This design comes from an exercise in tuning for small area, a short achievable clock period and few clock cycles on the open sky130 flow, not from production work. At most, simulation tests tie the RTL to the original design; equivalence was not proved. The RTL of run 2 was laid out without a check of its function. Power and IR drop assume default switching activity.

==> design/flow/design.v <==
module lsxgt_value_encoder (
    input  wire        clk,
    input  wire        rst,         
    input  wire [2:0]  dt,          
    input  wire        in_valid,
    output wire        in_ready,
    input  wire [7:0]  in_data,     
    input  wire        in_end,      
    output wire        out_valid,
    input  wire        out_ready,
    output wire [7:0]  out_data,    
    output wire        out_end,     
    output wire [1:0]  out_err,     
    output wire [15:0] out_pos      
);
    reg         rdy;        
    reg         r_valid;
    reg  [3:0]  r_d;        
    reg         r_digit;    
    reg         r_comma;
    reg         r_end;
    reg  [2:0]  r_dt;
    reg  [71:0] ps;         
    reg         fresh;      
    reg         bad;        
    reg         ovf;        
    reg  [2:0]  pdt;        
    reg  [15:0] pos;        
    reg         pinc;       
    reg         pclr;       
    reg         drain;      
    reg         hold;       
    reg         hend;       
    reg         stall;      
    reg         obusy, oH0, oH1, oV, oE;
    reg         olast;      
    reg         onov;       
    reg         oend;       
    reg  [1:0]  oerr;
    reg         oerrv;      
    reg  [7:0]  ob;         
    reg  [7:0]  nb;         
    reg  [7:1]  oc;         
    reg  [7:1]  own;        
    function [3:0] carry10;
        input [8:0] x;
        begin
            carry10[3] = (x >= 9'd205);
            carry10[2] = (x >= 9'd103) && (x < 9'd205);
            carry10[1] = ((x >= 9'd52) && (x < 9'd103)) || ((x >= 9'd154) && (x < 9'd205)) ||
                         (x >= 9'd256);
            carry10[0] = ((x >= 9'd26) && (x < 9'd52)) || ((x >= 9'd77) && (x < 9'd103)) ||
                         ((x >= 9'd128) && (x < 9'd154)) || ((x >= 9'd180) && (x < 9'd205)) ||
                         ((x >= 9'd231) && (x < 9'd256));
        end
    endfunction
    integer j;
    wire [7:0] own0 = {own, 1'b0};           
    wire ovf_set = !fresh && !own[7] && (ps[71:63] >= 9'd26);
    reg [8:0] pcy;
    reg [7:0] ge;
    always @(*) begin : resolve
        reg [8:0] v;
        reg       any;
        pcy[0] = 1'b0;
        for (j = 0; j < 8; j = j + 1) begin
            v = ps[9*j +: 9];
            pcy[j+1] = v[8] | ((&v[7:0]) & pcy[j]);
        end
        any = 1'b0;
        ge[0] = 1'b1;
        for (j = 7; j >= 1; j = j - 1) begin
            any = any | (ps[9*j +: 9] != 9'd0);
            ge[j] = any | pcy[j];
        end
    end
    reg [7:1] bown;
    reg       novalue;
    always @(*) begin
        novalue = 1'b0;
        case (pdt)
            3'd0: bown = 7'b0000000;
            3'd1: begin
                bown = ge[7] ? 7'b1111111 : ge[5] ? 7'b0011111 : ge[3] ? 7'b0000111 : 7'b0000001;
                novalue = !ge[1];
                if (!ge[1]) bown = 7'b0000000;
            end
            3'd2: bown = ge[6] ? 7'b1111111 : ge[4] ? 7'b0011111 : ge[2] ? 7'b0000111 : 7'b0000001;
            3'd3: bown = ge[4] ? 7'b1111111 : 7'b0000111;
            default: bown = 7'b1111111;
        endcase
    end
    wire [7:1] rd = own & ~own0[6:0];
    reg  [7:0] rsel;
    reg        rcy;
    always @(*) begin
        rsel = 8'd0;
        rcy  = 1'b0;
        for (j = 1; j < 8; j = j + 1) begin
            rsel = rsel | ({8{rd[j]}} & ps[9*j +: 8]);
            rcy  = rcy | (rd[j] & oc[j]);
        end
    end
    wire [7:0] rbyte = rsel + {7'd0, rcy};
    wire blocked  = hold || stall || oerrv;
    wire r_free   = !(r_valid && blocked);
    wire beat_in  = r_valid && !blocked;       
    wire in_end_r = r_end;
    wire is_digit = r_digit;
    wire term     = r_end || r_comma;
    wire digit_in = beat_in && !term;
    wire act      = beat_in && term && !drain;
    wire p_unknown = (pdt >= 3'd5);
    wire p_err     = p_unknown || bad || ovf || pcy[8];
    wire [1:0] p_code = p_unknown ? 2'd2 : 2'd1;
    wire ofinal   = oE || (olast && !oend);
    wire deliver  = obusy && out_ready;
    wire can_load = !obusy || (out_ready && ofinal);
    wire step_v   = deliver && (oH1 || oV) && !olast;    
    wire [7:1] rel = {7{step_v}} & rd;
    wire [7:0] rel0 = {rel, 1'b0};
    wire now_item = act && (!fresh || in_end_r);
    wire attach   = !hold && now_item && fresh && !can_load && !oE && !oend;
    wire go_hold  = !hold && now_item && !can_load && !attach;
    wire load     = can_load && (hold || now_item);
    wire iend     = hold ? hend : in_end_r;
    wire blk      = !fresh && !p_err;
    wire errk     = !fresh && p_err;
    wire fin      = (act && !go_hold && !hold) || (hold && can_load);
    wire [7:1] own_n = own & ~rel;
    wire       fresh_n = fin || (fresh && !digit_in) || (beat_in && drain && in_end_r);
    wire       errv_n = can_load ? (load && errk) : oerrv;
    wire       r_valid_n = r_free ? in_valid : r_valid;
    reg        stall_n;
    always @(*) begin
        stall_n = 1'b0;
        for (j = 1; j < 8; j = j + 1)
            if (own_n[j] && !own0[j-1] &&
                (ps[9*(j-1) +: 9] >= 9'd2))
                stall_n = 1'b1;
        if (fresh || fresh_n)
            stall_n = 1'b0;
    end
    reg [71:0] d_ps;
    always @(*) begin : step
        reg [8:0]  v, vp, n;
        reg [3:0]  b;
        reg [7:0]  m;
        reg        take, keep;
        for (j = 0; j < 8; j = j + 1) begin
            v  = ps[9*j +: 9];
            vp = (j == 0) ? 9'd0 : ps[9*(j-1) +: 9];
            b  = (j == 0) ? r_d : (own0[j-1] ? 4'd0 : carry10(vp));
            m  = {v[4:0], 3'd0} + {v[6:0], 1'd0};       
            n  = {1'b0, m} + {5'd0, b};
            take = digit_in && !own0[j];
            keep = !take && !rel0[j];
            d_ps[9*j +: 9] = ({9{take && !fresh}} & n) | ({9{keep}} & v) |
                             ((j == 0 && take && fresh) ? {5'd0, r_d} : 9'd0);
        end
    end
    always @(posedge clk) begin
        if (r_free) begin
            r_d     <= in_data[3:0];
            r_digit <= (in_data >= 8'h30) && (in_data <= 8'h39);
            r_comma <= (in_data == 8'h2C);
            r_end   <= in_end;
            r_dt    <= dt;
        end
        if (rst) begin
            rdy     <= 1'b1;
            r_valid <= 1'b0;
        end else begin
            rdy     <= !(r_valid_n && (go_hold || (hold && !can_load) || errv_n || stall_n));
            r_valid <= r_valid_n;
        end
        if (rst) begin
            fresh <= 1'b1;
            bad   <= 1'b0;
            ovf   <= 1'b0;
            pos   <= 16'd0;
            pinc  <= 1'b0;
            pclr  <= 1'b0;
            drain <= 1'b0;
            hold  <= 1'b0;
            stall <= 1'b0;
        end else begin
            stall <= stall_n;
            if (digit_in) begin
                fresh <= 1'b0;
                if (!is_digit) bad <= 1'b1;
                if (ovf_set) ovf <= 1'b1;
            end
            if (fin) begin
                fresh <= 1'b1;
                bad   <= 1'b0;
                ovf   <= 1'b0;
                if (load && errk)
                    drain <= !iend;
            end
            if (beat_in && !drain && (pinc || pclr)) begin
                pos  <= pclr ? 16'd0 : pos + 16'd1;
                pinc <= 1'b0;
                pclr <= 1'b0;
            end
            if (act) begin
                pinc <= !in_end_r;
                pclr <= in_end_r;
            end
            if (beat_in && drain && in_end_r) begin
                drain <= 1'b0;
                fresh <= 1'b1;
                bad   <= 1'b0;
                ovf   <= 1'b0;
                pinc  <= 1'b0;
                pclr  <= 1'b1;
            end
            if (go_hold)
                hold <= 1'b1;
            else if (can_load)
                hold <= 1'b0;
        end
        if (go_hold)
            hend <= in_end_r;
        if (digit_in)
            pdt <= r_dt;
        ps <= d_ps;
        if (rst) begin
            obusy <= 1'b0;
            oH0 <= 1'b0; oH1 <= 1'b0; oV <= 1'b0; oE <= 1'b0;
            oerr <= 2'd0;
            oerrv <= 1'b0;
            own  <= 7'd0;
        end else if (can_load) begin
            obusy <= load;
            oH0   <= load && blk;
            oH1   <= 1'b0;
            oV    <= 1'b0;
            oE    <= load && !blk;
            oerr  <= (load && errk) ? p_code : 2'd0;
            oerrv <= load && errk;
            oend  <= iend;
            olast <= 1'b0;
            onov  <= novalue;
            own   <= (load && blk) ? bown : 7'd0;
            oc    <= pcy[7:1];
            ob    <= (pdt == 3'd0) ? 8'h01 : 8'h20;
            nb    <= ps[7:0];
        end else begin
            if (attach)
                oend <= 1'b1;
            own <= own_n;
            if (deliver) begin
                if (oH0) begin
                    oH0   <= 1'b0;
                    oH1   <= 1'b1;
                    ob    <= 8'h00;
                    olast <= onov;
                end
                if (oH1 || oV) begin
                    oH1 <= 1'b0;
                    if (olast) begin
                        oV  <= 1'b0;
                        oE  <= 1'b1;
                    end else begin
                        oV    <= 1'b1;
                        ob    <= nb;
                        nb    <= rbyte;
                        olast <= (own == 7'd0);
                    end
                end
            end
        end
    end
    assign in_ready  = rdy;
    assign out_valid = obusy;
    assign out_end   = oE;
    assign out_data  = ob;
    assign out_err   = oerr;
    assign out_pos   = oerrv ? pos : 16'd0;
endmodule
==> design/flow/run.sh <==
#!/bin/bash
# synth_recipe.tcl (not shown) runs the flow's synth.tcl, then flattens the netlist and writes it again
# the make line also repeats each setting of config.mk as NAME=value (left out here)
make -C /OpenROAD-flow-scripts/flow DESIGN_CONFIG=/design/flow/config.mk WORK_HOME=/design/flow/orfs CLKGATE_MAP_FILE= SYNTH_SCRIPT=/design/flow/synth_recipe.tcl finish
==> design/flow/config.mk <==
export PLATFORM = sky130hd
export DESIGN_NAME = lsxgt_value_encoder
export DESIGN_NICKNAME = lsxgt_value_encoder
export VERILOG_FILES = /design/flow/design.v
export SDC_FILE = /design/flow/constraint.sdc
export NUM_CORES = 4
export LEC_CHECK = 0
export CAP_MARGIN = 20
export CORE_MARGIN = 2
export CORE_UTILIZATION = 40
export CTS_BUF_LIST = sky130_fd_sc_hd__clkbuf_8
export SETUP_SLACK_MARGIN = 2.3
export SLEW_MARGIN = 20
==> design/flow/constraint.sdc <==
create_clock -name core_clock -period 5.0 [get_ports {clk}]
set_input_delay 1.0000 -clock core_clock [delete_from_list [all_inputs] [get_ports {clk}]]
set_output_delay 1.0000 -clock core_clock [all_outputs]
set_load 0.01 [all_outputs]
==> results.py, run 1 <==
metrics = {
    "critical_path": {
        "r2r_start": "ps[9]$_DFF_P_",
        "r2r_setup_slack_ps": 2270,
        "required_ps": 5360,
        "crit_chain": "and3_4 > o31a_1 > and2_4 > or3b_4 > a21oi_2 > ha_2 > fa_2 > a21oi_2 > nor2b_1 > nand3_1 > xnor2_1 > a22o_1",
        "worstSetupStartpoint": "ps[9]$_DFF_P_",
        "critical_path_class": "reg -> reg",
        "slowest_delay_ps": 370,
        "crit_arrival_ps": 3080,
        "end_kind": "register",
        "cpMostUsedCell": "a21oi_2",
        "cp-start-kind": "register",
        "path_max_fanout": 2,
        "slowest_stage": "dfxtp_4",
    },
    "power": {
        "p_leak_nw": 5.10,
        "p_sw_share_pct": 29.0,
        "ir_drop_mv": 0.173,
        "internal_power_w": 0.00184,
        "p_sw_w": 0.000754,
        "pwr-share-seq_pct": 52.1,
        "p_per_area_mw_per_mm2": 220,
        "p_comb_share_pct": 11.1,
        "clkPwrFrac_pct": 36.8,
    },
    "placement": {
        "gp_congestion": 0.890,
        "dp_cells": 1475,
        "dp_hpwl_um": 19000,
        "dpl_cell_area_sq_mm": 0.0107,
        "io_buffers": 44,
    },
    "clocking": {
        "root_buffer": "clkbuf_8",
        "holdBufCountCts": 0,
        "cts.sinks": 153,
        "tritoncts": "built",
        "htreeDepth": 4,
        "cts.path.max_buffers": 2,
        "clk_pin_slew_ps": 100,
        "clk_latency_ps": 470,
        "cts_buffers": 17,
    },
    "floorplan": {
        "core_area_sq_mm": 0.0250,
        "die_area_sq_mm": 0.0265,
        "io_pins": 45,
        "die_x_um": 163,
        "fp.dieH_um": 163,
        "start_util_pct": 40.4,
        "row_count": 58,
    },
    "sta": {
        "finClkSkew_ps": 15.0,
        "slew-limit-headroom_pct": 55.9,
        "period_share_pct": 54.6,
        "period_needed_ps": 2730,
        "max_freq_mhz": 367,
        "rsz0062_at_grt": "yes",
        "hold_violations": 0,
        "finalSetupTns_ps": 0,
        "slew_viol_final": 0,
        "finalSetupViolCount": 0,
        "tightestPinTransition_ps": 655,
    },
    "yosys": {
        "synth.distinct_cells": 72,
        "yosysSeqAreaShare_pct": 34.3,
        "synth-edff-count": 40,
        "syn_area_sq_mm": 0.0101,
        "syn_inst": 1159,
        "synth_nets": 1250,
        "async_flop_share_pct": 0,
        "avgSynthCellArea_sq_um": 8.70,
        "yosysWarnings": 1,
        "ys_seq_elements": 153,
        "synth-main-ff-cell": "dfxtp_1",
    },
    "outcome": {
        "status": "no timing/DRC/antenna violations",
    },
    "final_layout": {
        "area_delta_synth_final_pct": 17.1,
        "layout-drive-gt1-share_pct": 16.0,
        "diodes": 0,
        "final_nets": 1286,
        "postLayoutCellArea_sq_mm": 0.0118,
        "final_cells": 1538,
    },
    "grt": {
        "grt_pass1_vias": 8447,
        "grt_pass1_wl_um": 43400,
        "grt_overflow": 0,
        "grt_use_total_pct": 20.2,
        "grt_max_degree": 23,
        "antenna_found_initial": 0,
    },
    "route": {
        "finalWirelength_um": 26700,
        "drt_first_pass_iters": 8,
        "post_drt_wl_per_cell_um": 17.3,
        "drc_errors": 0,
        "first_iter_violations": 595,
        "vias": 8850,
        "ant_nets": 0,
        "vias_per_cell": 5.75,
    },
    "hold_path": {
        "hp-start": "r_dt[2]$_DFFE_PN_",
        "worstHoldPathType": "reg -> reg",
    },
    "run": {
        "drv_cap": 0,
    },
}
logic make-up (layout without fill, tap and decap cells):
kind of cell,count (synthesis),after routing,share of synthesized area (%)
multiplexers,5,5,0.509
AND/OR/NAND/NOR,408,408,19.8
AO/OA/AOI/OAI,345,345,23.8
adder cells (fa/ha/maj),75,75,10.5
buffers and inverters,85,134,3.44
XOR/XNOR,88,88,7.64
flip-flops,153,153,34.3
layout by cell type, fill, tap and decap left out, types with 26 or more instances in the layout:
cell type / Yosys / routed
nor2_1: 119 / 114
clkdlybuf4s50_1: 0 / 40
dfxtp_1: 113 / 66
a22o_1: 50 / 50
nand2_1: 106 / 104
a22oi_1: 26 / 26
edfxtp_1: 40 / 40
o21ai_0: 38 / 35
xor2_1: 43 / 43
xnor2_1: 45 / 45
buf_4: 0 / 35
a21oi_1: 85 / 72
dfxtp_2: 0 / 26
ha_1: 59 / 55
nand3_1: 28 / 27
a21o_1: 36 / 36
synthesized netlist by cell type (19+ instances only):
| cell type | n | area, sq um |
|---|---|---|
| nand2_1 | 106 | 398 |
| nand3_1 | 28 | 140 |
| nand4_1 | 19 | 119 |
| a21oi_1 | 85 | 425 |
| clkbuf_1 | 44 | 165 |
| dfxtp_1 | 113 | 2260 |
| a22o_1 | 50 | 438 |
| edfxtp_1 | 40 | 1200 |
| nor3_1 | 20 | 100 |
| nor2_1 | 119 | 447 |
| a22oi_1 | 26 | 195 |
| xor2_1 | 43 | 377 |
| and2_1 | 21 | 131 |
| xnor2_1 | 45 | 394 |
| a21o_1 | 36 | 270 |
| o21ai_0 | 38 | 190 |
| inv_1 | 21 | 78.8 |
| ha_1 | 59 | 738 |
cell type report:
type	count	area, sq um
Inverter	21	78.8
Fill cell	2446	13200
Multi-Input combinational cell	921	6610
Tap cell	330	413
Sequential cell	153	3570
Clock inverter	15	153
Clock buffer	17	234
Timing Repair Buffer	81	744
critical path: cells and delay by family (launching register included):
kind                       cells  cell delay, ps
and+or+nand+nor                5             980
AOI/OAI and AO/OA              4             710
adders and majority gates      2             410
DFF                            1             370
xor gates and xnor gates       1             160
per-layer routing:
metal	share of wire [%]	vias to the layer above	GRT usage [%]
li1	-	4357	-
met4	1.4	0	5.23
met2	46	224	32.4
met3	5.9	30	3.77
met1	47	4239	28.1
met5	0	-	0
sequential cells by signal, indices dropped and copies added, names as in the netlist, 2 cells and up:
register  count
pdt           3
oerr          2
own           7
nb            8
ob            8
pos          16
oc            7
r_dt          3
ps           72
r_d           4
power by group through the flow:
stage / registers, W / logic (W) / clock network [W]
after floorplan: 0.00137 / 0.000198 / 0
after global placement: 0.00139 / 0.000265 / 0
after detailed placement: 0.00139 / 0.000270 / 0
after CTS: 0.00136 / 0.000279 / 0.000978
after global routing: 0.00136 / 0.000320 / 0.00102
final: 0.00135 / 0.000287 / 0.000955
stage by stage:
step                      hold slack (ps)  setup WS [ps]  power (W)  util, %
after floorplan                       400           2320    0.00157        -
after global placement                410           1670    0.00165     42.9
after detailed placement              411           1640    0.00166     42.9
after CTS                             434           2250    0.00261     45.8
after global routing                  453           2140    0.00270     47.3
final                                 445           2270    0.00259     47.3
what timing repair did:
item / 4_1_cts / 5_1_grt
setup endpoints to repair: 108 / 84
pin swaps: 10 / 18
buffers inserted: 19 / 12
resized for setup: 77 / 78
worst paths after layout:
path | endpoint | depth (start not counted)
worst max register to register | ps[25]$_DFF_P_ | 12
worst max-delay path | ps[25]$_DFF_P_ | 12
worst min-delay path | pdt[2]$_DFFE_PP_ | 0
worst min register to register | pdt[2]$_DFFE_PP_ | 0
Testbench counts, summed over its fixed seeds: cycles 28,140.
==> run 2, diff against run 1 <==
--- a/design/flow/design.v
+++ b/design/flow/design.v
@@ -147,3 +147,3 @@
         reg [3:0]  b;
-        reg [7:0]  m;
+        reg [4:0]  x, xp, lo;
         reg        take, keep;
@@ -153,4 +153,6 @@
             b  = (j == 0) ? r_d : (own0[j-1] ? 4'd0 : carry10(vp));
-            m  = {v[4:0], 3'd0} + {v[6:0], 1'd0};       
-            n  = {1'b0, m} + {5'd0, b};
+            x  = v[4:0] + v[6:2];
+            xp = v[4:0] + v[6:2] + 5'd2;
+            lo = {1'b0, x[0], v[1:0], 1'b0} + {1'b0, b};
+            n  = lo[4] ? {(&x[4:1]), xp[4:1], lo[3:0]} : {1'b0, x[4:1], lo[3:0]};
             take = digit_in && !own0[j];
==> design/flow/flow/run.sh (new file) <==
#!/bin/bash
# The standard layout (standard.sh), with one change: the port buffers
# that global placement inserts are sky130_fd_sc_hd__buf_2 instead of the cell
# buffer_ports picks by default (the delay cell clkdlybuf4s50_1).
set -euo pipefail
bash standard.sh "BUFFER_PORTS_ARGS=-buffer_cell sky130_fd_sc_hd__buf_2" finish > standard_flow.log 2>&1
==> design/flow/standard.sh (new file) <==
#!/bin/bash
# synth_recipe.tcl (not shown) runs the flow's synth.tcl, then flattens the netlist and writes it again
# the make line also repeats each setting of config.mk as NAME=value (left out here)
make -C /OpenROAD-flow-scripts/flow DESIGN_CONFIG=/design/flow/config.mk WORK_HOME=/design/flow/orfs CLKGATE_MAP_FILE= SYNTH_SCRIPT=/design/flow/synth_recipe.tcl "${@:-finish}"
removed: design/flow/run.sh
==> run 2 against run 1 <==
Still clean; register-to-register slack improved by 140 ps; maximum frequency rose by 5.5%; sequential power barely moved; critical path depth fell by 4; worst hold slack got worse by 7.9 ps; via count fell by 0.52%; critical path type unchanged.
==> results.py, run 2 <==
metrics = {
    "grt": {
        "grt_pass1_vias": 8111,
        "grt_overflow": 0,
        "grt_pass1_wl_um": 42400,
        "grt_use_total_pct": 19.5,
        "antenna_found_initial": 0,
        "grt_max_degree": 28,
    },
    "yosys": {
        "synth-edff-count": 40,
        "ys_seq_elements": 153,
        "synth_simple_gate_area_share_pct": 20.0,
        "async_flop_share_pct": 0,
        "yosysWarnings": 1,
        "synthXorXnorAreaFrac_pct": 7.03,
        "synth_top_area_cell": "dfxtp_1",
        "avgSynthCellArea_sq_um": 8.88,
        "synth.distinct_cells": 79,
        "syn_area_sq_mm": 0.0103,
        "yosysSeqAreaShare_pct": 33.5,
        "synth_compound_area_share_pct": 23.2,
        "synth-main-ff-cell": "dfxtp_1",
        "synth.most_common_cell": "nor2_1",
        "synth_area_leaders": "dfxtp_1, edfxtp_1, ha_1",
        "synthAdderAreaFrac_pct": 11.2,
        "synth_top_family_by_area": "compound AO/OA/AOI/OAI gates",
        "synth.top_cell.area_share_pct": 21.9,
        "synth_nets": 1264,
        "synth_commonest_cells": "nor2_1, dfxtp_1, nand2_1",
        "syn_inst": 1165,
        "synthMuxAreaShare_pct": 1.57,
    },
    "final_layout": {
        "fillers": 2475,
        "final_cell_mix": "nor2_1, nand2_1, dfxtp_1",
        "largest-register": "ps",
        "diodes": 0,
        "reg_top3": "ps x72, pos x16",
        "largest_reg_flops": 72,
        "postLayoutCoreUtil_pct": 45.0,
        "area_delta_synth_final_pct": 9.92,
        "layout-drive-gt1-share_pct": 14.9,
        "register_area_sq_mm": 0.00351,
        "final_common_cell": "nor2_1",
        "final_nets": 1264,
        "multi_input_area_sq_mm": 0.00667,
        "final_cells": 1508,
    },
    "sta": {
        "period_share_pct": 51.7,
        "finalSetupViolCount": 0,
        "slew-limit-headroom_pct": 43.2,
        "slew_viol_final": 0,
        "finalSetupTns_ps": 0,
        "rsz0062_at_grt": "yes",
        "finClkSkew_ps": 18.4,
        "hold_violations": 0,
        "tightestPinTransition_ps": 850,
        "max_freq_mhz": 387,
        "period_needed_ps": 2590,
    },
    "route": {
        "post_drt_wl_per_cell_um": 17.2,
        "vias_per_cell": 5.84,
        "top_layer_used": "met4",
        "drc_errors": 0,
        "vias": 8804,
        "ant_nets": 0,
        "dr_wl_met2_um": 11900,
        "drt_first_pass_iters": 6,
        "route.met3.wl_um": 1120,
        "first_iter_violations": 686,
        "finalWirelength_um": 26000,
        "wl_met1_um": 12500,
    },
    "clocking": {
        "cts_buffers": 17,
        "tritoncts": "built",
        "htreeDepth": 4,
        "clk_latency_ps": 480,
        "cts.sinks": 153,
        "root_buffer": "clkbuf_8",
        "clk_pin_slew_ps": 100,
        "cts.path.max_buffers": 2,
    },
    "critical_path": {
        "worstSetupStartpoint": "ps[59]$_DFF_P_",
        "cp-start-kind": "register",
        "r2r_start": "ps[59]$_DFF_P_",
        "crit_arrival_ps": 2950,
        "r2r_setup_slack_ps": 2410,
        "crit_end": "ps[71]$_DFF_P_",
        "path_max_fanout": 9,
        "critical_path_class": "reg -> reg",
        "reg2regPathDepth": 8,
        "required_ps": 5360,
        "r2r_end": "ps[71]$_DFF_P_",
        "end_kind": "register",
    },
    "power": {
        "ir_drop_mv": 0.159,
        "internal_power_w": 0.00183,
        "pwr-share-seq_pct": 52.2,
        "p_comb_share_pct": 8.3,
        "clkPwrFrac_pct": 39.5,
        "p_sw_w": 0.000755,
        "p_sw_share_pct": 29.2,
        "p_leak_nw": 5.10,
        "p_per_area_mw_per_mm2": 227,
    },
    "run": {
        "drv_cap": 0,
    },
    "hold_path": {
        "worstHoldPathType": "reg -> reg",
        "hp-start": "r_dt[1]$_DFFE_PN_",
    },
    "placement": {
        "io_buffers": 44,
        "dp_cells": 1472,
        "dp_hpwl_um": 19300,
        "gp_congestion": 0.928,
    },
    "floorplan": {
        "die_x_um": 165,
        "core_area_sq_mm": 0.0253,
        "die_area_sq_mm": 0.0272,
        "row_count": 58,
        "io_pins": 45,
        "start_util_pct": 41.0,
        "fp.dieH_um": 165,
    },
    "outcome": {
        "status": "no timing/DRC/antenna violations",
    },
}
==> run 2: layout make-up <==
class	count	area share, %
clock buffers	17	2.06
multi-input cells	924	58.7
flip-flops and latches	153	30.9
repair buffers	50	2.33
inverters	19	0.627
well taps	330	3.63
clock inverters	15	1.78
==> run 2: power by group through the flow <==
stage	Clock (W)	Combinational (W)	Sequential, W
floorplan	0	0.000168	0.00136
global placement	0	0.000206	0.00138
detailed placement	0	0.000212	0.00138
CTS	0.00105	0.000214	0.00135
global route	0.00109	0.000249	0.00136
finish	0.00102	0.000215	0.00135
==> run 2: repair_timing <==
item                                   CTS  global route
hold buffers                             0             0
endpoints found under the hold margin    0             0
setup endpoints to repair               72            66
buffers inserted                         0             3
pin swaps                                0             5
gates resized for setup                 26            49
==> run 2: through the flow <==
| stage | setup WS [ps] | total power, W | instance area, sq um | hold slack, ps |
|---|---|---|---|---|
| 2_1_floorplan | 2380 | 0.00152 | 10300 | 400 |
| 3_3_place_gp | 1870 | 0.00158 | 10700 | 410 |
| 3_5_place_dp | 1750 | 0.00159 | 10700 | 416 |
| 4_1_cts | 2280 | 0.00261 | 11200 | 442 |
| 5_1_grt | 2260 | 0.00269 | 11400 | 453 |
| 6_report | 2410 | 0.00259 | 11400 | 437 |
==> run 2: how the worst min path moves through the flow <==
stage	cells after the start	to
2_1_floorplan	0	pdt[0]$_DFFE_PP_
3_3_place_gp	0	pdt[1]$_DFFE_PP_
6_report	0	pdt[1]$_DFFE_PP_
4_1_cts	0	pdt[1]$_DFFE_PP_
5_1_grt	0	pdt[1]$_DFFE_PP_
3_5_place_dp	0	pdt[1]$_DFFE_PP_
==> run 2: critical path, cell delays in order (launching register included) <==
cell and delay, ps:
dfxtp_1 540, a21boi_0 330, a21oi_1 170, a2111oi_4 290, ha_1 300, a21o_1 150
a21o_1 230, and3_1 210, a32o_1 250
==> run 2: logic make-up (layout without fill, tap and decap cells) <==
family                   count (synthesis)  count (layout)
AND/OR/NAND/NOR                        405             405
multiplexers                            15              15
buffers and inverters                   88             101
adder cells (fa/ha/maj)                 83              83
AO/OA/AOI/OAI                          338             338
flip-flops                             153             153
XOR/XNOR                                83              83
==> run 2: routing by layer <==
metal / GRT usage, % / vias up
li1: - / 4331
met1: 27.5 / 4249
met2: 30.2 / 190
met3: 3.24 / 34
met4: 6.17 / 0
met5: 0 / -
==> run 3, diff against run 2 <==
--- a/design/flow/design.v
+++ b/design/flow/design.v
@@ -42,3 +42,3 @@
     reg  [7:0]  nb;         
-    reg  [7:1]  oc;         
+    reg         ocy;        
     reg  [7:1]  own;        
@@ -93,13 +93,10 @@
     wire [7:1] rd = own & ~own0[6:0];
-    reg  [7:0] rsel;
-    reg        rcy;
+    reg  [8:0] rsel;
     always @(*) begin
-        rsel = 8'd0;
-        rcy  = 1'b0;
-        for (j = 1; j < 8; j = j + 1) begin
-            rsel = rsel | ({8{rd[j]}} & ps[9*j +: 8]);
-            rcy  = rcy | (rd[j] & oc[j]);
-        end
-    end
-    wire [7:0] rbyte = rsel + {7'd0, rcy};
+        rsel = 9'd0;
+        for (j = 1; j < 8; j = j + 1)
+            rsel = rsel | ({9{rd[j]}} & ps[9*j +: 9]);
+    end
+    wire [7:0] rbyte = rsel[7:0] + {7'd0, ocy};
+    wire       rcout = rsel[8] | ((&rsel[7:0]) & ocy);
     wire blocked  = hold || stall || oerrv;
@@ -247,3 +244,3 @@
             own   <= (load && blk) ? bown : 7'd0;
-            oc    <= pcy[7:1];
+            ocy   <= ps[8];
             ob    <= (pdt == 3'd0) ? 8'h01 : 8'h20;
@@ -270,2 +267,3 @@
                         nb    <= rbyte;
+                        ocy   <= rcout;
                         olast <= (own == 7'd0);
==> run 3 against run 2 <==
Maximum frequency increased by 1.1%; power decreased by 7.2%; global-route usage increased by 0.30 points; non-clock buffer count decreased by 4; sequential share of layout area decreased by 0.59 points; highest routed layer unchanged.
==> results.py, run 3 <==
metrics = {
    "outcome": {
        "status": "no timing/DRC/antenna violations",
    },
    "floorplan": {
        "start_util_pct": 40.4,
        "die_x_um": 163,
        "io_pins": 45,
        "core_area_sq_mm": 0.0250,
        "die_area_sq_mm": 0.0266,
        "row_count": 58,
        "fp.dieH_um": 163,
    },
    "final_layout": {
        "final_nets": 1269,
        "largest-register": "ps",
        "reg_top3": "ps x72, pos x16",
        "largest_reg_flops": 72,
        "area_delta_synth_final_pct": 8.53,
        "layout-drive-gt1-share_pct": 13.9,
        "diodes": 0,
        "final_cell_mix": "nor2_1, nand2_1, dfxtp_1",
        "final_common_cell": "nor2_1",
    },
    "yosys": {
        "synth_area_leaders": "dfxtp_1, edfxtp_1, ha_1",
        "synth_commonest_cells": "nor2_1, dfxtp_1, nand2_1",
        "synth_top_area_cell": "dfxtp_1",
        "yosysWarnings": 1,
        "synth.most_common_cell": "nor2_1",
        "syn_area_sq_mm": 0.0101,
        "synth-main-ff-cell": "dfxtp_1",
        "yosysSeqAreaShare_pct": 32.5,
        "ys_seq_elements": 147,
        "syn_inst": 1167,
        "synth_nets": 1266,
        "avgSynthCellArea_sq_um": 8.67,
        "synth.top_cell.area_share_pct": 22.4,
        "async_flop_share_pct": 0,
        "synth-edff-count": 34,
        "synth.distinct_cells": 77,
    },
    "sta": {
        "slew-limit-headroom_pct": 39.4,
        "tightestPinTransition_ps": 905,
        "period_share_pct": 51.2,
        "rsz0062_at_grt": "yes",
        "period_needed_ps": 2560,
        "max_freq_mhz": 391,
        "slew_viol_final": 0,
        "finClkSkew_ps": 20.7,
        "hold_violations": 0,
        "finalSetupViolCount": 0,
        "finalSetupTns_ps": 0,
    },
    "critical_path": {
        "end_kind": "register",
        "crit_arrival_ps": 2730,
        "cp-start-kind": "register",
        "required_ps": 5180,
        "reg2regPathDepth": 7,
        "critical_path_class": "reg -> reg",
        "path_max_fanout": 13,
    },
    "route": {
        "ant_nets": 0,
        "vias_per_cell": 5.69,
        "first_iter_violations": 658,
        "finalWirelength_um": 25600,
        "post_drt_wl_per_cell_um": 16.9,
        "drt_first_pass_iters": 5,
        "drc_errors": 0,
        "vias": 8616,
    },
    "clocking": {
        "cts.path.max_buffers": 2,
        "cts_buffers": 17,
        "cts.sinks": 147,
        "root_buffer": "clkbuf_8",
        "holdBufCountCts": 0,
        "tritoncts": "built",
        "clk_pin_slew_ps": 90,
        "cts_setup_buffers": 0,
        "clk_latency_ps": 470,
        "htreeDepth": 4,
    },
    "grt": {
        "grt_overflow": 0,
        "met1_usage_pct": 29.2,
        "grt.busiest_layer": "met2",
        "grt_use_met2_pct": 30.0,
        "grt_pass1_wl_um": 42400,
        "grt_use_total_pct": 19.7,
        "grt_max_degree": 29,
        "grt_pass1_vias": 8181,
        "antenna_found_initial": 0,
        "grt_util_met3_pct": 2.62,
    },
    "hold_path": {
        "worstHoldPathType": "reg -> reg",
        "worstHoldPathCells": 0,
    },
    "run": {
        "drv_cap": 0,
    },
    "placement": {
        "gp_congestion": 0.875,
        "dp_hpwl_um": 19300,
        "io_buffers": 44,
    },
    "power": {
        "clkPwrFrac_pct": 36.1,
        "p_sw_w": 0.000693,
        "p_leak_nw": 4.81,
        "finalPower_w": 0.00240,
        "p_sw_share_pct": 28.9,
        "internal_power_w": 0.00170,
        "pwr-share-seq_pct": 54.0,
        "p_per_area_mw_per_mm2": 219,
        "p_comb_share_pct": 9.8,
        "ir_drop_mv": 0.157,
    },
}
-- run 3: changes by cell type in the layout (fill, tap and decap cells not counted), sizes merged, moves of 6 or more --
cell / change
edfxtp: -6
xnor2: +10
nor2: +8
a211oi: -7
xor2: -10
nand3: +9
and3: -15
a22o: -10
inv: +11
nand2: +20
o41ai: +10
mux2: -8
-- run 3: metal layers --
| layer | up-vias | wire (um) | share of wire [%] |
|---|---|---|---|
| met5 | - | 0 | 0 |
| met2 | 234 | 11100 | 43 |
| met4 | 0 | 367 | 1.4 |
| met1 | 4050 | 12800 | 50 |
| li1 | 4299 | - | - |
| met3 | 33 | 1300 | 5.1 |
-- run 3: repair_timing --
action,4_1_cts,5_1_grt
cloned,0,0
endpoints found under the hold margin,0,0
gates resized for setup,19,41
endpoints found under the setup margin,69,60
-- run 3: path summary, 6_finish.rpt --
kind	slack (ps)	to	start
max	2440	nb[7]$_DFFE_PP_	own[5]$_SDFF_PP0_
min	440	pdt[2]$_DFFE_PP_	r_dt[2]$_DFFE_PN_
max reg2reg	2440	nb[7]$_DFFE_PP_	own[5]$_SDFF_PP0_
min reg2reg	440	pdt[2]$_DFFE_PP_	r_dt[2]$_DFFE_PN_
-- run 3: final cells by class --
| type | count | area [sq um] |
|---|---|---|
| Clock buffer | 17 | 234 |
| Clock inverter | 15 | 123 |
| Fill cell | 2513 | 14100 |
| Inverter | 28 | 105 |
| Multi-Input combinational cell | 930 | 6540 |
| Sequential cell | 147 | 3330 |
| Tap cell | 330 | 413 |
| Timing Repair Buffer | 46 | 235 |
-- run 3: power groups by stage --
stage | Combinational (W) | Clock, W | Sequential (W)
after floorplan | 0.000184 | 0 | 0.00130
after global placement | 0.000229 | 0 | 0.00132
after detailed placement | 0.000235 | 0 | 0.00132
after CTS | 0.000237 | 0.000891 | 0.00130
after global routing | 0.000266 | 0.000938 | 0.00130
final | 0.000236 | 0.000867 | 0.00130
-- run 3: critical path, stage by stage (launching register included) --
cell     delay, ps
dfxtp_2        550
nor2b_2        440
a22oi_1        170
and4_1         250
nor4_2         360
nor3b_2        240
xor2_1         180
o21ai_1         80
-- run 3: metrics by stage --
step	cells	utilization, %	hold WS [ps]	cell area, sq um	setup slack, ps
floorplan	1167	-	400	10100	2390
global placement	1481	41.9	426	10500	2030
detailed placement	1481	41.9	422	10500	1950
CTS	1513	43.5	444	10900	2300
global route	1513	43.8	450	11000	2230
finish	1513	43.8	442	11000	2440
-- run 3: kinds of logic after synthesis --
group / share of synthesized area (%)
buffers and inverters: 3.80
xor gates and xnor gates: 7.19
AOI/OAI and AO/OA: 23.1
DFF: 32.5
and+or+nand+nor: 20.9
muxes: 1.11
adders and majority gates: 11.5
Testbench counts of run 3, summed over its fixed seeds: cycles 28,140.
==> run 4, diff against run 3 <==
--- a/design/flow/config.mk
+++ b/design/flow/config.mk
@@ -11,2 +11,3 @@
 export CTS_BUF_LIST = sky130_fd_sc_hd__clkbuf_8
+export PLACE_DENSITY = 0.8
 export SETUP_SLACK_MARGIN = 2.3
==> run 4 against run 3 <==
Combinational power about the same; sequential power about the same; final cell count unchanged; design area increased by 0.18%; synthesized area unchanged; synthesized cell count unchanged; utilization increased by 0.080 points.
==> results.py, run 4 <==
metrics = {
    "grt": {
        "grt_pass1_vias": 8219,
        "grt_pass1_wl_um": 41700,
        "grt_overflow": 0,
        "grt_use_met2_pct": 31.1,
        "grt_max_degree": 29,
        "grt.busiest_layer": "met2",
        "grt_util_met3_pct": 3.51,
        "met1_usage_pct": 26.0,
        "grt_use_total_pct": 19.3,
        "antenna_found_initial": 0,
    },
    "yosys": {
        "synth_top_area_cell": "dfxtp_1",
        "synth.most_common_cell": "nor2_1",
        "ys_seq_elements": 147,
        "avgSynthCellArea_sq_um": 8.67,
        "syn_area_sq_mm": 0.0101,
        "syn_inst": 1167,
        "synth_commonest_cells": "nor2_1, dfxtp_1, nand2_1",
        "async_flop_share_pct": 0,
        "synth.distinct_cells": 77,
        "synth_area_leaders": "dfxtp_1, edfxtp_1, ha_1",
        "synth-edff-count": 34,
        "synth-main-ff-cell": "dfxtp_1",
        "yosysSeqAreaShare_pct": 32.5,
        "synth_nets": 1266,
        "synth.top_cell.area_share_pct": 22.4,
        "yosysWarnings": 1,
    },
    "final_layout": {
        "final_cells": 1513,
        "final_cell_mix": "nor2_1, nand2_1, dfxtp_1",
        "postLayoutCoreUtil_pct": 43.9,
        "postLayoutCellArea_sq_mm": 0.0110,
        "final_nets": 1269,
        "layout-drive-gt1-share_pct": 12.8,
        "largest_reg_flops": 72,
        "largest-register": "ps",
        "area_delta_synth_final_pct": 8.72,
        "reg_top3": "ps x72, pos x16",
        "final_common_cell": "nor2_1",
        "diodes": 0,
        "fillers": 2368,
    },
    "sta": {
        "tightestPinTransition_ps": 869,
        "period_needed_ps": 2640,
        "slew_viol_final": 0,
        "period_share_pct": 52.8,
        "rsz0062_at_grt": "yes",
        "hold_violations": 0,
        "finClkSkew_ps": 15.4,
        "slew-limit-headroom_pct": 41.8,
        "finalSetupTns_ps": 0,
        "finalSetupViolCount": 0,
        "max_freq_mhz": 379,
        "fin_ws_ps": 2360,
    },
    "critical_path": {
        "crit_chain": "nand3_1 > a21oi_1 > nor2_1 > a2111oi_4 > ha_1 > a21o_1 > a21o_1 > nand4_1 > xnor2_1 > a22o_1",
        "crit_buf_inv": 0,
        "critical_path_class": "reg -> reg",
        "cpMostUsedCell": "a21o_1",
        "required_ps": 5380,
        "path_max_fanout": 9,
        "crit_arrival_ps": 3020,
        "slowest_stage": "dfxtp_2",
        "end_kind": "register",
        "cp-start-kind": "register",
        "path_delay_family": "compound AO/OA/AOI/OAI gates",
        "slowest_delay_ps": 460,
    },
    "clocking": {
        "cts.path.max_buffers": 2,
        "clk_pin_slew_ps": 90,
        "clk_latency_ps": 490,
        "holdBufCountCts": 0,
        "root_buffer": "clkbuf_8",
        "cts_buffers": 17,
        "htreeDepth": 4,
        "cts_setup_buffers": 0,
        "cts.sinks": 147,
        "tritoncts": "built",
    },
    "placement": {
        "io_buffers": 44,
        "dp_cells": 1481,
        "dpl_cell_area_sq_mm": 0.0105,
        "gp_congestion": 0.938,
        "place_ws_ps": 1910,
        "dp_hpwl_um": 18700,
    },
    "route": {
        "first_iter_violations": 914,
        "vias_per_cell": 5.92,
        "drc_errors": 0,
        "drt_first_pass_iters": 9,
        "ant_nets": 0,
        "post_drt_wl_per_cell_um": 16.7,
        "vias": 8955,
        "finalWirelength_um": 25200,
    },
    "power": {
        "clkPwrFrac_pct": 38.6,
        "p_per_area_mw_per_mm2": 228,
        "ir_drop_mv": 0.190,
        "internal_power_w": 0.00181,
        "p_sw_share_pct": 27.6,
        "pwr-share-seq_pct": 51.9,
        "p_leak_nw": 4.83,
        "p_comb_share_pct": 9.5,
        "p_sw_w": 0.000691,
    },
    "floorplan": {
        "fp.dieH_um": 163,
        "die_area_sq_mm": 0.0266,
        "die_x_um": 163,
        "start_util_pct": 40.4,
        "io_pins": 45,
        "row_count": 58,
        "core_area_sq_mm": 0.0250,
    },
    "run": {
        "drv_cap": 0,
    },
    "hold_path": {
        "worstHoldPathType": "reg -> reg",
    },
    "outcome": {
        "status": "no timing/DRC/antenna violations",
    },
}
## run 4: cell families (layout without fill, tap and decap cells)
family,Yosys count,after routing,synth area share [%]
buffers and inverters,90,106,3.80
flip-flops,147,147,32.5
AND/OR/NAND/NOR,419,419,20.9
XOR/XNOR,83,83,7.19
adder cells (fa/ha/maj),83,83,11.5
AO/OA/AOI/OAI,334,334,23.1
multiplexers,11,11,1.11
## run 4: area by class of cell
cell class | count | area, sq um | share of cell area [%]
Clock inverter | 14 | 151 | 1.38
Tap cell | 330 | 413 | 3.76
Timing Repair Buffer | 46 | 235 | 2.14
Multi-Input combinational cell | 930 | 6530 | 59.4
Clock buffer | 18 | 248 | 2.25
Sequential cell | 147 | 3320 | 30.2
Inverter | 28 | 105 | 0.956
## run 4: metrics by stage
step | hold WS [ps] | power (W)
after floorplan | 400 | 0.00149
after global placement | 441 | 0.00155
after detailed placement | 437 | 0.00156
after CTS | 458 | 0.00250
after global routing | 476 | 0.00259
final | 462 | 0.00250
## run 4: what timing repair did
item,CTS,global route
cloned,0,0
pin swaps,0,0
resized for setup,14,34
endpoints found under the setup margin,63,44
endpoints found under the hold margin,0,0
## run 4: metal layers
| metal | up-vias | part of all wire (%) |
|---|---|---|
| li1 | 4301 | - |
| met1 | 4233 | 43 |
| met2 | 354 | 48 |
| met3 | 67 | 6.3 |
| met4 | 0 | 2.6 |
| met5 | - | 0 |
## run 4: path summary, 6_finish.rpt
path / to / depth (start not counted) / slack (ps) / start
max reg2reg: ps[25]$_DFF_P_ / 10 / 2360 / ps[10]$_DFF_P_
min reg2reg: pdt[2]$_DFFE_PP_ / 0 / 460 / r_dt[2]$_DFFE_PN_
min: pdt[2]$_DFFE_PP_ / 0 / 460 / r_dt[2]$_DFFE_PN_
max: ps[25]$_DFF_P_ / 10 / 2360 / ps[10]$_DFF_P_
## run 4: worst register-to-register path, stage by stage, from the launching register on
cell and delay, ps:
dfxtp_2 460, nand3_1 190, a21oi_1 280, nor2_1 120, a2111oi_4 400, ha_1 300, a21o_1 180, a21o_1 210
nand4_1 110, xnor2_1 70, a22o_1 220
## run 4: power groups by stage
stage / Combinational (W) / Sequential [W] / Clock [W]
finish: 0.000239 / 0.00130 / 0.000965
global route: 0.000267 / 0.00131 / 0.00102
CTS: 0.000237 / 0.00129 / 0.000969
detailed placement: 0.000235 / 0.00132 / 0
global placement: 0.000225 / 0.00132 / 0
floorplan: 0.000184 / 0.00130 / 0
==> run 5, diff against run 4 <==
--- a/design/flow/config.mk
+++ b/design/flow/config.mk
@@ -11,3 +11,3 @@
 export CTS_BUF_LIST = sky130_fd_sc_hd__clkbuf_8
-export PLACE_DENSITY = 0.8
+export CTS_CLUSTER_SIZE = 30
 export SETUP_SLACK_MARGIN = 2.3
==> run 5 against run 4 <==
First-iteration DRC count down 28%; clock power down about 10%; synthesized area unchanged; combinational power about the same; final cell count unchanged; flip-flop and latch count unchanged; design area down 0.18%; via count down 3.8%; critical path type unchanged.
==> results.py, run 5 <==
metrics = {
    "route": {
        "drt_first_pass_iters": 5,
        "ant_nets": 0,
        "post_drt_wl_per_cell_um": 16.9,
        "drc_errors": 0,
        "vias": 8616,
        "finalWirelength_um": 25600,
        "first_iter_violations": 658,
        "vias_per_cell": 5.69,
    },
    "clocking": {
        "htreeDepth": 4,
        "cts.sinks": 147,
        "root_buffer": "clkbuf_8",
        "clk_latency_ps": 470,
        "cts.path.max_buffers": 2,
        "cts_buffers": 17,
        "clk_pin_slew_ps": 90,
        "tritoncts": "built",
    },
    "sta": {
        "hold_violations": 0,
        "finalSetupViolCount": 0,
        "slew_viol_final": 0,
        "finClkSkew_ps": 20.7,
        "finalSetupTns_ps": 0,
        "period_share_pct": 51.2,
        "rsz0062_at_grt": "yes",
        "period_needed_ps": 2560,
        "max_freq_mhz": 391,
        "slew-limit-headroom_pct": 39.4,
        "tightestPinTransition_ps": 905,
    },
    "power": {
        "ir_drop_mv": 0.157,
        "p_leak_nw": 4.81,
        "p_per_area_mw_per_mm2": 219,
    },
    "critical_path": {
        "reg2regPathDepth": 7,
        "path_max_fanout": 13,
        "cp-start-kind": "register",
        "crit_arrival_ps": 2730,
        "critical_path_class": "reg -> reg",
        "required_ps": 5180,
        "end_kind": "register",
        "r2r_setup_slack_ps": 2440,
    },
    "floorplan": {
        "die_area_sq_mm": 0.0266,
        "row_count": 58,
        "core_area_sq_mm": 0.0250,
        "fp.dieH_um": 163,
        "die_x_um": 163,
        "io_pins": 45,
        "start_util_pct": 40.4,
    },
    "grt": {
        "grt_use_total_pct": 19.7,
        "grt_pass1_vias": 8181,
        "grt_pass1_wl_um": 42400,
        "grt_max_degree": 29,
        "antenna_found_initial": 0,
        "grt_overflow": 0,
    },
    "final_layout": {
        "area_delta_synth_final_pct": 8.53,
        "final_common_cell": "nor2_1",
        "final_nets": 1269,
        "largest_reg_flops": 72,
        "layout-drive-gt1-share_pct": 13.9,
        "diodes": 0,
        "reg_top3": "ps x72, pos x16",
        "final_cell_mix": "nor2_1, nand2_1, dfxtp_1",
        "largest-register": "ps",
        "postLayoutCellArea_sq_mm": 0.0110,
    },
    "placement": {
        "gp_congestion": 0.875,
        "dpl_cell_area_sq_mm": 0.0105,
        "dp_hpwl_um": 19300,
        "io_buffers": 44,
    },
    "yosys": {
        "synth_top_area_cell": "dfxtp_1",
        "synth_commonest_cells": "nor2_1, dfxtp_1, nand2_1",
        "yosysWarnings": 1,
        "synth.top_cell.area_share_pct": 22.4,
        "synth_area_leaders": "dfxtp_1, edfxtp_1, ha_1",
        "syn_inst": 1167,
        "synth-edff-count": 34,
        "synth_nets": 1266,
        "synth-main-ff-cell": "dfxtp_1",
        "syn_area_sq_mm": 0.0101,
        "avgSynthCellArea_sq_um": 8.67,
        "synth.most_common_cell": "nor2_1",
        "synth.distinct_cells": 77,
        "async_flop_share_pct": 0,
        "yosysSeqAreaShare_pct": 32.5,
        "ys_seq_elements": 147,
    },
    "outcome": {
        "status": "no timing/DRC/antenna violations",
    },
    "hold_path": {
        "worstHoldPathType": "reg -> reg",
        "worstHoldPathCells": 0,
    },
    "run": {
        "drv_cap": 0,
    },
}
run 5: cell counts after synthesis:
Identical to the previous run, type by type.
run 5: area by class of cell:
type / instances / area (sq um)
clock buffer: 17 / 234
clock inverter: 15 / 123
tap: 330 / 413
timing repair buffer: 46 / 235
fill: 2513 / 14100
inverter: 28 / 105
multi-input combinational: 930 / 6540
sequential: 147 / 3330
run 5: stage by stage:
step                      cells  utilization (%)  hold slack, ps  power [W]  worst slack, ps
after floorplan            1167                -             400    0.00149             2390
after CTS                  1513             43.5             444    0.00242             2300
after global routing       1513             43.8             450    0.00251             2230
final                      1513             43.8             442    0.00240             2440
after detailed placement   1481             41.9             422    0.00156             1950
after global placement     1481             41.9             426    0.00155             2030
run 5: cells by family (layout without fill, tap and decap cells):
group,count (synthesis),count (layout),synth area share [%]
adder cells (fa/ha/maj),83,83,11.5
buffers and inverters,90,106,3.80
XOR/XNOR,83,83,7.19
flip-flops,147,147,32.5
AO/OA/AOI/OAI,334,334,23.1
multiplexers,11,11,1.11
AND/OR/NAND/NOR,419,419,20.9
run 5: final timing paths:
path,end,from
hold / removal,pdt[2]$_DFFE_PP_,r_dt[2]$_DFFE_PN_
setup / recovery,nb[7]$_DFFE_PP_,own[5]$_SDFF_PP0_
hold reg to reg,pdt[2]$_DFFE_PP_,r_dt[2]$_DFFE_PN_
setup reg to reg,nb[7]$_DFFE_PP_,own[5]$_SDFF_PP0_
run 5: worst max-delay path, cell delays in order (launching register included):
cell,delay (ps)
dfxtp_2,550
nor2b_2,440
a22oi_1,170
and4_1,250
nor4_2,360
nor3b_2,240
xor2_1,180
o21ai_1,80
run 5: report_power, final:
part           switching, W  leakage (nW)  total (W)  internal [W]
clock              0.000510         0.185   0.000867      0.000356
combinational      0.000137          3.35   0.000236     0.0000989
sequential        0.0000462          1.27    0.00130       0.00125
run 5: repair_timing:
| action | in CTS | in global routing |
|---|---|---|
| endpoints found under the setup margin | 69 | 60 |
| hold buffers | 0 | 0 |
| resized for setup | 19 | 41 |
| setup buffers | 0 | 0 |
run 5: routing by layer:
| layer | global-route usage, % | part of all wire, % | vias to the layer above |
|---|---|---|---|
| met3 | 2.62 | 5.1 | 33 |
| met1 | 29.2 | 50 | 4050 |
| met4 | 5.59 | 1.4 | 0 |
| li1 | - | - | 4299 |
| met2 | 30.0 | 43 | 234 |
| met5 | 0 | 0 | - |
==> run 6, diff against run 5 <==
--- a/design/flow/config.mk
+++ b/design/flow/config.mk
@@ -11,4 +11,3 @@
 export CTS_BUF_LIST = sky130_fd_sc_hd__clkbuf_8
-export CTS_CLUSTER_SIZE = 30
-export SETUP_SLACK_MARGIN = 2.3
+export SETUP_SLACK_MARGIN = 2.5
 export SLEW_MARGIN = 20
==> run 6 against run 5 <==
First-iteration DRC count grew 20%; highest routed layer unchanged; design area rose by 5.9%; routed wire length increased by 4.1%; sequential share of layout area shrank 0.80 points.
==> results.py, run 6 <==
metrics = {
    "final_layout": {
        "reg_top3": "ps x72, pos x16",
        "largest_reg_flops": 72,
        "layout-drive-gt1-share_pct": 20.8,
        "diodes": 0,
        "area_delta_synth_final_pct": 14.9,
        "largest-register": "ps",
        "final_common_cell": "nor2_1",
        "fillers": 2445,
        "postLayoutCellArea_sq_mm": 0.0116,
        "final_nets": 1298,
        "final_cell_mix": "nor2_1, nand2_1, a21oi_1",
    },
    "critical_path": {
        "crit_chain": "buf_4 > nor4_2 > nand4b_1 > nor4_4 > a41o_1 > a21oi_1 > o31ai_2 > o31ai_1",
        "worstSetupStartpoint": "ps[37]$_DFF_P_",
        "path_max_fanout": 8,
        "r2r_start": "ps[37]$_DFF_P_",
        "slowest_stage": "nor4_4",
        "required_ps": 5330,
        "cp-start-kind": "register",
        "slowest_delay_ps": 440,
        "crit_buf_inv": 1,
        "r2r_setup_slack_ps": 2490,
        "path_delay_family": "simple AND/OR/NAND/NOR gates",
        "crit_arrival_ps": 2840,
        "critical_path_class": "reg -> reg",
        "reg2regPathDepth": 8,
        "r2r_end": "own[2]$_SDFF_PP0_",
        "end_kind": "register",
    },
    "placement": {
        "gp_congestion": 0.885,
        "dpl_cell_area_sq_mm": 0.0105,
        "io_buffers": 44,
        "dp_hpwl_um": 19400,
    },
    "clocking": {
        "clk_latency_ps": 470,
        "root_buffer": "clkbuf_8",
        "cts.sinks": 147,
        "cts_buffers": 17,
        "htreeDepth": 4,
        "cts.path.max_buffers": 2,
        "tritoncts": "built",
        "clk_pin_slew_ps": 100,
    },
    "power": {
        "ir_drop_mv": 0.150,
        "p_leak_nw": 5.05,
        "p_per_area_mw_per_mm2": 223,
    },
    "grt": {
        "grt_pass1_vias": 8197,
        "grt_pass1_wl_um": 42900,
        "antenna_found_initial": 0,
        "grt_overflow": 0,
        "grt_use_total_pct": 20.2,
        "grt_max_degree": 29,
    },
    "yosys": {
        "synth-main-ff-cell": "dfxtp_1",
        "syn_area_sq_mm": 0.0101,
        "async_flop_share_pct": 0,
        "synth.most_common_cell": "nor2_1",
        "synth-edff-count": 34,
        "synth.top_cell.area_share_pct": 22.4,
        "yosysWarnings": 1,
        "synth_commonest_cells": "nor2_1, dfxtp_1, nand2_1",
        "syn_inst": 1167,
        "synth_nets": 1266,
        "synth.distinct_cells": 77,
        "yosysSeqAreaShare_pct": 32.5,
        "ys_seq_elements": 147,
        "synth_area_leaders": "dfxtp_1, edfxtp_1, ha_1",
        "synth_top_area_cell": "dfxtp_1",
        "avgSynthCellArea_sq_um": 8.67,
    },
    "sta": {
        "finalSetupViolCount": 0,
        "period_share_pct": 50.1,
        "hold_violations": 0,
        "rsz0062_at_grt": "yes",
        "finClkSkew_ps": 20.3,
        "max_freq_mhz": 399,
        "slew_viol_final": 0,
        "finalSetupTns_ps": 0,
        "slew-limit-headroom_pct": 38.3,
        "period_needed_ps": 2510,
        "tightestPinTransition_ps": 923,
    },
    "route": {
        "first_iter_violations": 788,
        "ant_nets": 0,
        "vias": 8862,
        "post_drt_wl_per_cell_um": 17.3,
        "vias_per_cell": 5.75,
        "finalWirelength_um": 26600,
        "drc_errors": 0,
        "drt_first_pass_iters": 6,
    },
    "floorplan": {
        "die_x_um": 163,
        "core_area_sq_mm": 0.0250,
        "die_area_sq_mm": 0.0266,
        "io_pins": 45,
        "fp.dieH_um": 163,
        "start_util_pct": 40.4,
        "row_count": 58,
    },
    "hold_path": {
        "worstHoldPathCells": 2,
        "worstHoldPathType": "reg -> reg",
        "min_to": "ps[0]$_DFF_P_",
        "hp-start": "r_d[0]$_DFFE_PN_",
    },
    "outcome": {
        "status": "no timing/DRC/antenna violations",
    },
    "run": {
        "drv_cap": 0,
    },
}
==> run 6: cell counts after synthesis <==
Identical to the previous run, type by type.
==> run 6: how the worst max path moves through the flow <==
stage | to | cells after the start
2_1_floorplan | ps[25]$_DFF_P_ | 10
3_3_place_gp | ps[22]$_DFF_P_ | 5
3_5_place_dp | ps[24]$_DFF_P_ | 5
4_1_cts | ps[16]$_DFF_P_ | 10
5_1_grt | own[2]$_SDFF_PP0_ | 8
6_report | own[2]$_SDFF_PP0_ | 8
==> run 6: power by group <==
part	leakage, nW	internal, W	total [W]	switching [W]
sequential	1.29	0.00124	0.00129	0.0000484
clock	0.224	0.000518	0.00105	0.000536
combinational	3.53	0.000107	0.000253	0.000146
total	5.05	0.00186	0.00259	0.000730
==> run 6: final cells by class <==
type	instances	area [sq um]	area share (%)
timing repair buffer	72	432	3.71
inverter	28	105	0.904
tap	330	413	3.55
multi-input combinational	933	6800	58.5
clock inverter	15	208	1.79
clock buffer	17	234	2.01
sequential	147	3430	29.5
==> run 6: per-layer routing <==
layer / up-vias / part of all wire (%) / GRT usage [%]
met4: 0 / 2.3 / 6.84
li1: 4369 / - / -
met5: - / 0 / 0
met3: 44 / 4.7 / 3.21
met1: 4210 / 49 / 29.5
met2: 239 / 44 / 30.1
==> run 6: per-stage QoR <==
stage / cells / total power (W) / worst slack, ps / utilization, % / hold WS (ps)
2_1_floorplan: 1167 / 0.00149 / 2520 / - / 400
3_3_place_gp: 1480 / 0.00155 / 2060 / 41.9 / 407
3_5_place_dp: 1480 / 0.00156 / 1940 / 41.9 / 408
4_1_cts: 1512 / 0.00261 / 2500 / 44.3 / 429
5_1_grt: 1542 / 0.00271 / 2390 / 46.4 / 454
6_report: 1542 / 0.00259 / 2490 / 46.4 / 425
==> run 6: cell families (layout without fill, tap and decap cells) <==
family                     Yosys count  after routing  share of synthesized area, %
and+or+nand+nor                    419            422                          20.9
AOI/OAI and AO/OA                  334            334                          23.1
DFF                                147            147                          32.5
buffers and inverters               90            132                          3.80
adders and majority gates           83             83                          11.5
xor gates and xnor gates            83             83                          7.19
muxes                               11             11                          1.11
==> run 6: timing repair <==
action | in CTS | in global routing
setup endpoints to repair | 85 | 73
cloned | 0 | 3
hold buffers | 0 | 0
gates resized for setup | 68 | 95
pin swaps | 1 | 29
setup buffers | 0 | 27
==> run 6: worst reg2reg max path, stage by stage, from the launching register on <==
cell and delay (ps):
dfxtp_4 390, buf_4 140, nor4_2 310, nand4b_1 260
nor4_4 440, a41o_1 290, a21oi_1 70, o31ai_2 350
o31ai_1 120
==> run 7, diff against run 6 <==
--- a/design/flow/config.mk
+++ b/design/flow/config.mk
@@ -11,3 +11,3 @@
 export CTS_BUF_LIST = sky130_fd_sc_hd__clkbuf_8
-export SETUP_SLACK_MARGIN = 2.5
+export SETUP_SLACK_MARGIN = 2.2
 export SLEW_MARGIN = 20
==> run 7 against run 6 <==
Still clean; sequential power about the same; synthesized area unchanged; design area decreased by 5.7%; die area unchanged; utilization decreased by 2.6 points; synthesized cell count unchanged; non-clock buffer count decreased by 26; maximum frequency fell by 6.3%; combinational power decreased by 8.3%; clock-buffer cell count unchanged; critical endpoint is now ps[16]$_DFF_P_.
==> results.py, run 7 <==
metrics = {
    "outcome": {
        "status": "no timing/DRC/antenna violations",
    },
    "final_layout": {
        "final_nets": 1269,
        "area_delta_synth_final_pct": 8.40,
        "diodes": 0,
        "final_cell_mix": "nor2_1, nand2_1, dfxtp_1",
        "largest-register": "ps",
        "final_common_cell": "nor2_1",
        "layout-drive-gt1-share_pct": 12.5,
        "largest_reg_flops": 72,
        "reg_top3": "ps x72, pos x16",
    },
    "sta": {
        "finClkSkew_ps": 24.9,
        "period_needed_ps": 2670,
        "finalSetupViolCount": 0,
        "slew_viol_final": 0,
        "slew-limit-headroom_pct": 42.0,
        "tightestPinTransition_ps": 868,
        "finalSetupTns_ps": 0,
        "hold_violations": 0,
        "rsz0062_at_grt": "yes",
        "fin_ws_ps": 2330,
        "period_share_pct": 53.5,
        "max_freq_mhz": 374,
    },
    "floorplan": {
        "die_x_um": 163,
        "row_count": 58,
        "die_area_sq_mm": 0.0266,
        "fp.dieH_um": 163,
        "core_area_sq_mm": 0.0250,
        "io_pins": 45,
        "start_util_pct": 40.4,
    },
    "clocking": {
        "htreeDepth": 4,
        "tritoncts": "built",
        "root_buffer": "clkbuf_8",
        "cts.path.max_buffers": 2,
        "cts_buffers": 17,
        "clk_pin_slew_ps": 100,
        "clk_latency_ps": 480,
        "cts.sinks": 147,
        "holdBufCountCts": 0,
    },
    "placement": {
        "dp_hpwl_um": 18900,
        "io_buffers": 44,
        "gp_congestion": 0.896,
        "place_ws_ps": 1840,
    },
    "critical_path": {
        "slowest_stage": "dfxtp_1",
        "crit_arrival_ps": 3030,
        "critical_path_class": "reg -> reg",
        "cp-start-kind": "register",
        "end_kind": "register",
        "crit_chain": "nand3_1 > a21oi_1 > nor3_1 > a311o_1 > ha_1 > a21o_1 > a21o_1 > nand4_1 > xnor2_1 > a22o_1",
        "slowest_delay_ps": 610,
        "cpMostUsedCell": "a21o_1",
        "required_ps": 5360,
        "path_max_fanout": 9,
        "path_delay_family": "compound AO/OA/AOI/OAI gates",
        "crit_buf_inv": 0,
    },
    "power": {
        "p_leak_nw": 4.81,
        "p_per_area_mw_per_mm2": 227,
        "ir_drop_mv": 0.192,
        "finalPower_w": 0.00249,
    },
    "yosys": {
        "synth-main-ff-cell": "dfxtp_1",
        "syn_area_sq_mm": 0.0101,
        "async_flop_share_pct": 0,
        "ys_seq_elements": 147,
        "synth_area_leaders": "dfxtp_1, edfxtp_1, ha_1",
        "synth-edff-count": 34,
        "synth_nets": 1266,
        "yosysWarnings": 1,
        "syn_inst": 1167,
        "synth.top_cell.area_share_pct": 22.4,
        "synth_commonest_cells": "nor2_1, dfxtp_1, nand2_1",
        "synth_top_area_cell": "dfxtp_1",
        "synth.most_common_cell": "nor2_1",
        "yosysSeqAreaShare_pct": 32.5,
        "synth.distinct_cells": 77,
        "avgSynthCellArea_sq_um": 8.67,
    },
    "grt": {
        "grt_overflow": 0,
        "antenna_found_initial": 0,
        "grt_pass1_vias": 8153,
        "grt_use_total_pct": 19.9,
        "grt_max_degree": 29,
        "grt_pass1_wl_um": 42700,
    },
    "route": {
        "vias_per_cell": 5.66,
        "vias": 8570,
        "drt_first_pass_iters": 5,
        "drc_errors": 0,
        "post_drt_wl_per_cell_um": 16.9,
        "finalWirelength_um": 25600,
        "first_iter_violations": 633,
        "ant_nets": 0,
    },
    "run": {
        "drv_cap": 0,
    },
    "hold_path": {
        "worstHoldPathType": "reg -> reg",
    },
}
run 7: cell counts after synthesis:
Identical to the previous run, type by type.
run 7: logic make-up (layout without fill, tap and decap cells):
family	count (synthesis)	in the layout	synth area share, %
xor+xnor	83	83	7.19
buf+inv	90	106	3.80
compound gates	334	334	23.1
flops	147	147	32.5
fa+ha+maj	83	83	11.5
simple gates	419	419	20.9
mux	11	11	1.11
run 7: layout make-up:
cell class	instances	area, sq um
clock buffer	17	234
clock inverter	15	163
fill	2514	14100
inverter	28	105
multi-input combinational	930	6500
sequential	147	3310
tap	330	413
timing repair buffer	46	235
run 7: power by group:
part           switching, W  total, W  internal (W)
logic              0.000134  0.000232     0.0000978
registers         0.0000468   0.00130       0.00125
clock network      0.000546  0.000965      0.000420
total              0.000727   0.00249       0.00177
run 7: worst paths after layout:
path	slack (ps)	depth (start not counted)	from	end
worst max register to register	2330	10	ps[1]$_DFF_P_	ps[16]$_DFF_P_
worst min register to register	430	0	r_dt[0]$_DFFE_PN_	pdt[0]$_DFFE_PP_
worst min-delay path	430	0	r_dt[0]$_DFFE_PN_	pdt[0]$_DFFE_PP_
worst max-delay path	2330	10	ps[1]$_DFF_P_	ps[16]$_DFF_P_
run 7: metal layers:
layer	vias to the layer above	track usage, %	part of all wire [%]
met3	27	3.59	4.8
met2	219	30.1	44
met4	0	5.63	1.7
li1	4312	-	-
met1	4012	29.0	50
met5	-	0	0
run 7: metrics by stage:
stage / area, sq um / instances / hold WS [ps] / util (%)
after CTS: 10900 / 1513 / 428 / 43.6
after detailed placement: 10500 / 1481 / 405 / 41.9
after global routing: 11000 / 1513 / 432 / 43.8
after global placement: 10500 / 1481 / 406 / 41.9
final: 11000 / 1513 / 426 / 43.8
after floorplan: 10100 / 1167 / 400 / -
run 7: timing repair:
item,CTS,global route
gates resized for setup,10,28
endpoints found under the setup margin,68,34
buffers inserted,0,0

[afterwards: timing with drivers on the ports]
No port has a modelled driver above. Below, the same layouts with a new extraction and two added sets of constraints.
Step 1, drivers: a clkbuf_16 drives clk and a buf_2 each remaining input, both assumed.
Step 2 times the ports against the registers' clock, not the clock port: input delays grow and output delays shrink by t, the midpoint of the rising clock arrivals with the driver on.
a / b / c = ideal / step 1 / step 2; a / b = the first two.
run	t (ns)	slack for setup (ns)	cell pins on the clock port's net
run 1	0.499	2.272 / 2.272 / 1.885	1
run 2	0.512	2.413 / 2.413 / 2.116	1
run 3	0.498	2.442 / 2.442 / 2.171	1
run 4	0.528	2.359 / 2.359 / 2.214	1
run 5	0.498	2.442 / 2.442 / 2.171	1
run 6	0.504	2.495 / 2.495 / 2.154	1
run 7	0.508	2.326 / 2.326 / 2.213	1
After both steps every run listed still meets setup and hold. For run 1, which loses most, drivers alone change the setup slack by 0.000 ns; drivers and shift together by -0.387 ns.
